What follows belongs to an exercise in optimizing a design on an open flow for small area and few clock cycles; a production flow would make more cautious choices. Function was checked by simulation only, so behaviour that the tests miss may differ from the original. Power is estimated from default activity; no workload was simulated.

// pff_raster
module pff_raster (
    input  wire        clk,
    input  wire        rst,
    input  wire        cmd_valid,
    input  wire [31:0] cmd_data,
    output wire        cmd_ready,
    output wire        tok_valid,
    output wire        tok_cmd,
    output wire [7:0]  tok_byte,
    output wire        tok_last,
    input  wire        tok_ready,
    input  wire        err_clear,
    output wire        err,
    output wire [3:0]  err_code,
    output wire [31:0] err_cmd
);
    localparam S_HDR = 3'd0, S_W1 = 3'd1, S_W2 = 3'd2, S_SET = 3'd3,
               S_EMIT = 3'd4, S_ERR = 3'd5;
    reg [2:0]  state;
    reg [3:0]  seq;          
    reg [3:0]  hty;
    reg [16:0] hlo;
    reg [15:0] gx, gy;       
    reg [15:0] fw, fh;       
    reg        gz;           
    reg [15:0] X, Y, X1, Y1;
    reg [15:0] XB, YB;
    reg [16:0] E;            
    reg [2:0]  k;            
    reg        step, xmaj, lastf, swx, nrow;
    wire [3:0] ty  = hty;
    wire t_geom    = (ty == 4'b0001);
    wire t_pixel   = (ty == 4'b1000);
    wire t_fill    = (ty == 4'b1001);
    wire t_line    = (ty == 4'b1010);
  ...
For scale: ~1300 cells after synthesis, ~210 flip-flops, ~86 I/O pins.
export LEC_CHECK = 0
export ABC_AREA = 1
export CAP_MARGIN = 10
export CORE_MARGIN = 2
export CORE_UTILIZATION = 40
export GPL_TIMING_DRIVEN = 0
export PLACE_DENSITY = 0.6
export SLEW_MARGIN = 10
create_clock -name core_clock -period 11.0 [get_ports {clk}]
standard.sh (not shown) runs the stock make flow with config.mk's settings and CLKGATE_MAP_FILE= SYNTH_SCRIPT=/design/flow/synth_recipe.tcl, a recipe that flattens the netlist after the stock synthesis.
==> flow/flow/run.sh <==
#!/bin/bash
set -euo pipefail
rm -rf scripts_abc
cp -r "$FLOW_HOME/scripts" scripts_abc
cp flow/abc_area.script scripts_abc/abc_area.script
export SCRIPTS_DIR="$PWD/scripts_abc"
export BUFFER_PORTS_ARGS="-buffer_cell sky130_fd_sc_hd__buf_1"
export CTS_ARGS="-sink_clustering_enable -repair_clock_nets -dont_use_dummy_load -sink_clustering_size 30 -sink_clustering_max_diameter 100 -buf_list sky130_fd_sc_hd__clkbuf_16"
bash standard.sh > standard.log 2>&1
==> flow/flow/abc_area.script <==
&get -n
&st
&dch -f
&nf -R 1000 -p
&st
&dch -f
&nf -R 1000 -p
&st
&dch -f
&nf -R 1000 -p
&st
&dch -f
&nf -R 1000 -p
&st
&dch -f
&nf -R 1000 -p
&put
The first run finished clean.
Testbench counts at the start, summed over its fixed seeds: cycles 495,175.
Next try:
==> flow/flow/run.sh (replaced) <==
#!/bin/bash
set -euo pipefail
rm -rf scripts_abc
cp -r "$FLOW_HOME/scripts" scripts_abc
cp flow/abc_area.script scripts_abc/abc_area.script
export SCRIPTS_DIR="$PWD/scripts_abc"
export BUFFER_PORTS_ARGS="-buffer_cell sky130_fd_sc_hd__buf_1"
export CTS_ARGS="-sink_clustering_enable -repair_clock_nets -dont_use_dummy_load -sink_clustering_size 24 -sink_clustering_max_diameter 80 -buf_list sky130_fd_sc_hd__clkbuf_16"
bash standard.sh > standard.log 2>&1
- CORE_UTILIZATION: 40 -> 55
- PLACE_DENSITY: 0.6 -> 0.7
The new run passed the timing, DRC and antenna checks.
Die area fell by 27%.
Clock power rose by 8.2%.
Register-to-register slack hardly moves.
Flip-flop and latch count does not change.
Design area barely changes.
Wire length fell by 1.7%.
Total power rose by 1.8%.
Worst setup slack gains 0.049 ns.
Clock skew fell by 0.0074 ns.
Sequential power barely changes.
Next try:
==> flow/flow/run.sh (replaced) <==
#!/bin/bash
set -euo pipefail
rm -rf scripts_abc
cp -r "$FLOW_HOME/scripts" scripts_abc
cp flow/abc_area.script scripts_abc/abc_area.script
export SCRIPTS_DIR="$PWD/scripts_abc"
export BUFFER_PORTS_ARGS="-buffer_cell sky130_fd_sc_hd__buf_1"
export CTS_ARGS="-sink_clustering_enable -repair_clock_nets -dont_use_dummy_load -sink_clustering_size 30 -sink_clustering_max_diameter 100 -buf_list sky130_fd_sc_hd__clkbuf_16 -root_buf sky130_fd_sc_hd__clkbuf_8 -tree_buf sky130_fd_sc_hd__clkbuf_8"
bash standard.sh > standard.log 2>&1
- CORE_UTILIZATION: 55 -> 40
- PLACE_DENSITY: 0.7 -> 0.6
Outcome: Sequential power barely changes. Final cell count came out higher by 6.0%. Design area stays flat.
Next try:
==> flow/flow/run.sh (replaced) <==
#!/bin/bash
set -euo pipefail
rm -rf scripts_abc
cp -r "$FLOW_HOME/scripts" scripts_abc
cp flow/abc_area.script scripts_abc/abc_area.script
export SCRIPTS_DIR="$PWD/scripts_abc"
export BUFFER_PORTS_ARGS="-buffer_cell sky130_fd_sc_hd__buf_1"
export CTS_ARGS="-sink_clustering_enable -repair_clock_nets -dont_use_dummy_load -sink_clustering_size 30 -sink_clustering_max_diameter 100 -buf_list sky130_fd_sc_hd__clkbuf_16"
bash standard.sh > standard.log 2>&1
- CORE_UTILIZATION: 40 -> 55
- PLACE_DENSITY: 0.6 -> 0.7
=>
- The changed run finished with timing, DRC and antenna clean
- count of clock-buffer cells in the layout fell by 1
- die area fell by 27%
- utilization went up by 16 points
- non-clock buffer count rises by 5
- critical path depth falls by 1
- hold slack improved by 0.012 ns
- routed wire length falls by 1.1%

== run 1 ==
Starting RTL as in the previous note.
Settings: LEC_CHECK=0, ABC_AREA=1, CAP_MARGIN=10, CORE_MARGIN=2, CORE_UTILIZATION=40, GPL_TIMING_DRIVEN=0, PLACE_DENSITY=0.6, SLEW_MARGIN=10; clock period 11.0 ns.
==> flow/flow/run.sh <==
#!/bin/bash
set -euo pipefail
rm -rf scripts_abc
cp -r "$FLOW_HOME/scripts" scripts_abc
cp flow/abc_area.script scripts_abc/abc_area.script
export SCRIPTS_DIR="$PWD/scripts_abc"
export BUFFER_PORTS_ARGS="-buffer_cell sky130_fd_sc_hd__buf_1"
export CTS_ARGS="-sink_clustering_enable -repair_clock_nets -dont_use_dummy_load -sink_clustering_size 30 -sink_clustering_max_diameter 100 -buf_list sky130_fd_sc_hd__clkbuf_16 -root_buf sky130_fd_sc_hd__clkbuf_8 -tree_buf sky130_fd_sc_hd__clkbuf_8"
bash standard.sh > standard.log 2>&1
Scripts as last shown in full above: flow/flow/abc_area.script
Testbench counts of run 1, summed over its fixed seeds: cycles 495,175.
Here is what was changed in the inputs of run 2 compared with run 1.
-- flow/flow/run.sh --
<<< run 1, line 8
export CTS_ARGS="-sink_clustering_enable -repair_clock_nets -dont_use_dummy_load -sink_clustering_size 30 -sink_clustering_max_diameter 100 -buf_list sky130_fd_sc_hd__clkbuf_16 -root_buf sky130_fd_sc_hd__clkbuf_8 -tree_buf sky130_fd_sc_hd__clkbuf_8"
>>> run 2, line 8
export CTS_ARGS="-sink_clustering_enable -repair_clock_nets -dont_use_dummy_load -sink_clustering_size 24 -sink_clustering_max_diameter 80 -buf_list sky130_fd_sc_hd__clkbuf_16"
Findings:
Row number of antenna violations at the first check in global routing: run 2 higher / run 1 lower. The final reports for run 2 and run 1 show buffer and inverter count on the worst path higher in the former. Run 1 has a lower count of clock-buffer cells in the layout than run 2. Summary of run 2 over run 1: iteration count of the initial detailed-routing pass moved down, fraction of power consumed by the clock network moved up.

onyx:
Another version of the RTL of pff_raster (not shown whole).
For scale: ~2100 cells after synthesis, ~240 flip-flops, roughly 16000 um2 of cells after synthesis.
clock: 11.0 ns
lec_check: 0
abc_area: 1
cap_margin: 20
core_margin: 2
core_utilization: 40
cts_buf_list: sky130_fd_sc_hd__clkbuf_16
cts_cluster_diameter: 60
cts_cluster_size: 16
place_density: 0.6
slew_margin: 20
run.sh (not shown) runs the stock make flow with config.mk's settings and CLKGATE_MAP_FILE= SYNTH_SCRIPT=/design/flow/synth_recipe.tcl, a recipe that flattens the netlist after the stock synthesis.
Stock flow here: none of the scripts above is used.
The final layout from onyx, which completed every stage, passed the timing, DRC and antenna checks at the end of the flow.
Testbench counts of onyx, summed over its fixed seeds: cycles 496,792.
diff inputs: onyx => quartz
- changing CTS_CLUSTER_SIZE from 16 to 24
- changing CORE_UTILIZATION from 40 to 55
- changing PLACE_DENSITY from 0.6 to 0.7
- changing CTS_CLUSTER_DIAMETER from 60 to 80
==> summary.txt <==
Relative to onyx, core occupancy in the finished layout has gone up in quartz. Power density normalized to cell area came out lower on quartz than on onyx. In the flow results for quartz and onyx, the total CTS buffers is larger on onyx. Going from onyx to quartz, wire length fell by 4300 um, number of enable flip-flop cells after synthesis stayed essentially flat, stage delay of the slowest cell on the critical path rose by 130 ps, least setup slack across all paths after layout rose by 210 ps. Relative to onyx, post-route clock period utilization decreased by 1.9 points in quartz.

Setup of north:
pff_raster again, from the RTL that the note above started with.
Settings: LEC_CHECK=0, ABC_AREA=1, CAP_MARGIN=20, CORE_MARGIN=2, CORE_UTILIZATION=40, PLACE_DENSITY=0.6, SLEW_MARGIN=20; clock period 11.0 ns.
standard.sh (not shown) runs the stock make flow with config.mk's settings and CLKGATE_MAP_FILE= SYNTH_SCRIPT=/design/flow/synth_recipe.tcl, a recipe that flattens the netlist after the stock synthesis.
==> flow/flow/run.sh <==
#!/bin/bash
# The standard layout (standard.sh) with two changes: the input and output
# ports get sky130 buf_1 buffers (the standard buffer_ports picks a larger
# delay cell), and the clock tree is built from clkbuf_16 sink clusters of up
# to 24 flip-flops without dummy loads. make's full output goes to
# standard.log in the work folder; ORFS keeps each step's log under orfs/logs.
set -euo pipefail
export BUFFER_PORTS_ARGS="-buffer_cell sky130_fd_sc_hd__buf_1"
export CTS_ARGS="-sink_clustering_enable -repair_clock_nets -dont_use_dummy_load -sink_clustering_size 24 -sink_clustering_max_diameter 80 -buf_list sky130_fd_sc_hd__clkbuf_16"
bash standard.sh > standard.log 2>&1
north: all stages complete, timing, DRC and antenna checks passed
Testbench counts of north, summed over its fixed seeds: cycles 496,792.
For south, these inputs were changed with respect to north:
Settings: CTS_BUF_LIST newly set to sky130_fd_sc_hd__clkbuf_16; CTS_CLUSTER_DIAMETER newly set to 80; CTS_CLUSTER_SIZE newly set to 24.
==> flow/run.sh (new file) <==
#!/bin/bash
# synth_recipe.tcl (not shown) runs the flow's synth.tcl, then flattens the netlist and writes it again
# the make line also repeats each setting of config.mk as NAME=value (left out here)
make -C /OpenROAD-flow-scripts/flow DESIGN_CONFIG=/design/flow/config.mk WORK_HOME=/design/flow/orfs CLKGATE_MAP_FILE= SYNTH_SCRIPT=/design/flow/synth_recipe.tcl finish
removed: flow/flow/run.sh
removed: flow/standard.sh
Results
- Going from north to south, the post-route cell area was found to have gone up by about 3.5%.
- Between south and north, the fraction of area in registers is lower for south.
- hdr[24] as the startpoint of the worst setup timing path was reported by south, and state[0] by north.
- [diff] final critical path time including I/O delays and setup, south relative to north: regression
- Cmp south vs north: total length of routed wires lower in south
- In the metrics for south and north, the one carrying the lower switching power share of the total is south.
- The higher total power of south and north is in south.
- south and north ended up with nearly the same met2 global-route usage.
- Instance count on the critical path in south vs north: up 7.7%
- [compare] base=north new=south: maximum fanout count along the critical path dropped 16; wire length on met1 went up about 1.7%.
What east does differently from south at the input level:
Settings: clearing CTS_CLUSTER_DIAMETER, which used to be 80; clearing CTS_BUF_LIST, which used to be sky130_fd_sc_hd__clkbuf_16; clearing CTS_CLUSTER_SIZE, which used to be 24; clearing ABC_AREA, which used to be 1.
[summary]
Going from south to east, the layout overhead on the synthesized area was found to have gone up by 2.0 points. Comparing proportion of power drawn by combinational gates for east and south, the smaller number came from south. Between south and east, relative slew slack increased. Comparing east and south, the higher clock latency of the later-clocked register in the worst-skew pair was measured on east. Main combinational cell family by area after synthesis: simple AND/OR/NAND/NOR gates -> south, compound AO/OA/AOI/OAI gates -> east. On minimum setup slack in the final design, south beats east. Die area | east > south. south consumes less power than east. Clock-cell share of area for east is higher than for south. east ended up with tok_byte[6] as its destination of the critical timing path; south ended up with tok_byte[7]. south reports its cell with the biggest individual delay on the critical path as sky130_fd_sc_hd__xor2_1 while east reports sky130_fd_sc_hd__edfxtp_1. Measured against each other, east and south differ in largest net degree at the start of global routing, the higher figure coming from east.

==> static timing again, ports no longer ideal <==
The results above use ideal ports. As a check the final layouts listed here were re-extracted and re-timed, cells and wires unchanged. Step 1, drivers: a clkbuf_16 drives clk and a buf_2 each remaining input, both assumed. Step 2, shift: input delay + t, output delay - t, t = (earliest + latest rising clock arrival at the registers) / 2. This alone moves slack from input paths to output paths. Slacks: no drivers / after step 1 / after step 2; pairs: no drivers / after step 1.
| run | t (ns) | setup WS [ns] | hold WS [ns] |
|---|---|---|---|
| the first run of note 1 | 0.522 | 0.380 / 0.326 / 0.715 | 0.535 / 0.535 / 0.535 |
| the second run of note 1 | 0.534 | 0.429 / 0.380 / 0.730 | 0.543 / 0.543 / 0.543 |
| the third run of note 1 | 0.557 | 0.385 / 0.336 / 0.796 | 0.536 / 0.536 / 0.536 |
| the fourth run of note 1 | 0.512 | 0.455 / 0.406 / 0.732 | 0.548 / 0.548 / 0.548 |
| run 1 | 0.557 | 0.385 / 0.336 / 0.796 | 0.536 / 0.536 / 0.536 |
| run 2 | 0.541 | 0.321 / 0.267 / 0.736 | 0.535 / 0.535 / 0.535 |
| onyx | 0.660 | 0.805 / 0.750 / 1.397 | 0.469 / 0.469 / 0.469 |
| quartz | 0.569 | 1.019 / 0.968 / 1.537 | 0.475 / 0.475 / 0.475 |
| north | 0.603 | 1.248 / 1.187 / 1.790 | 0.494 / 0.494 / 0.494 |
| south | 0.599 | 0.861 / 0.801 / 1.338 | 0.471 / 0.471 / 0.471 |
| east | 0.623 | 0.833 / 0.777 / 1.400 | 0.454 / 0.454 / 0.454 |
After both steps every run listed still meets setup and hold.
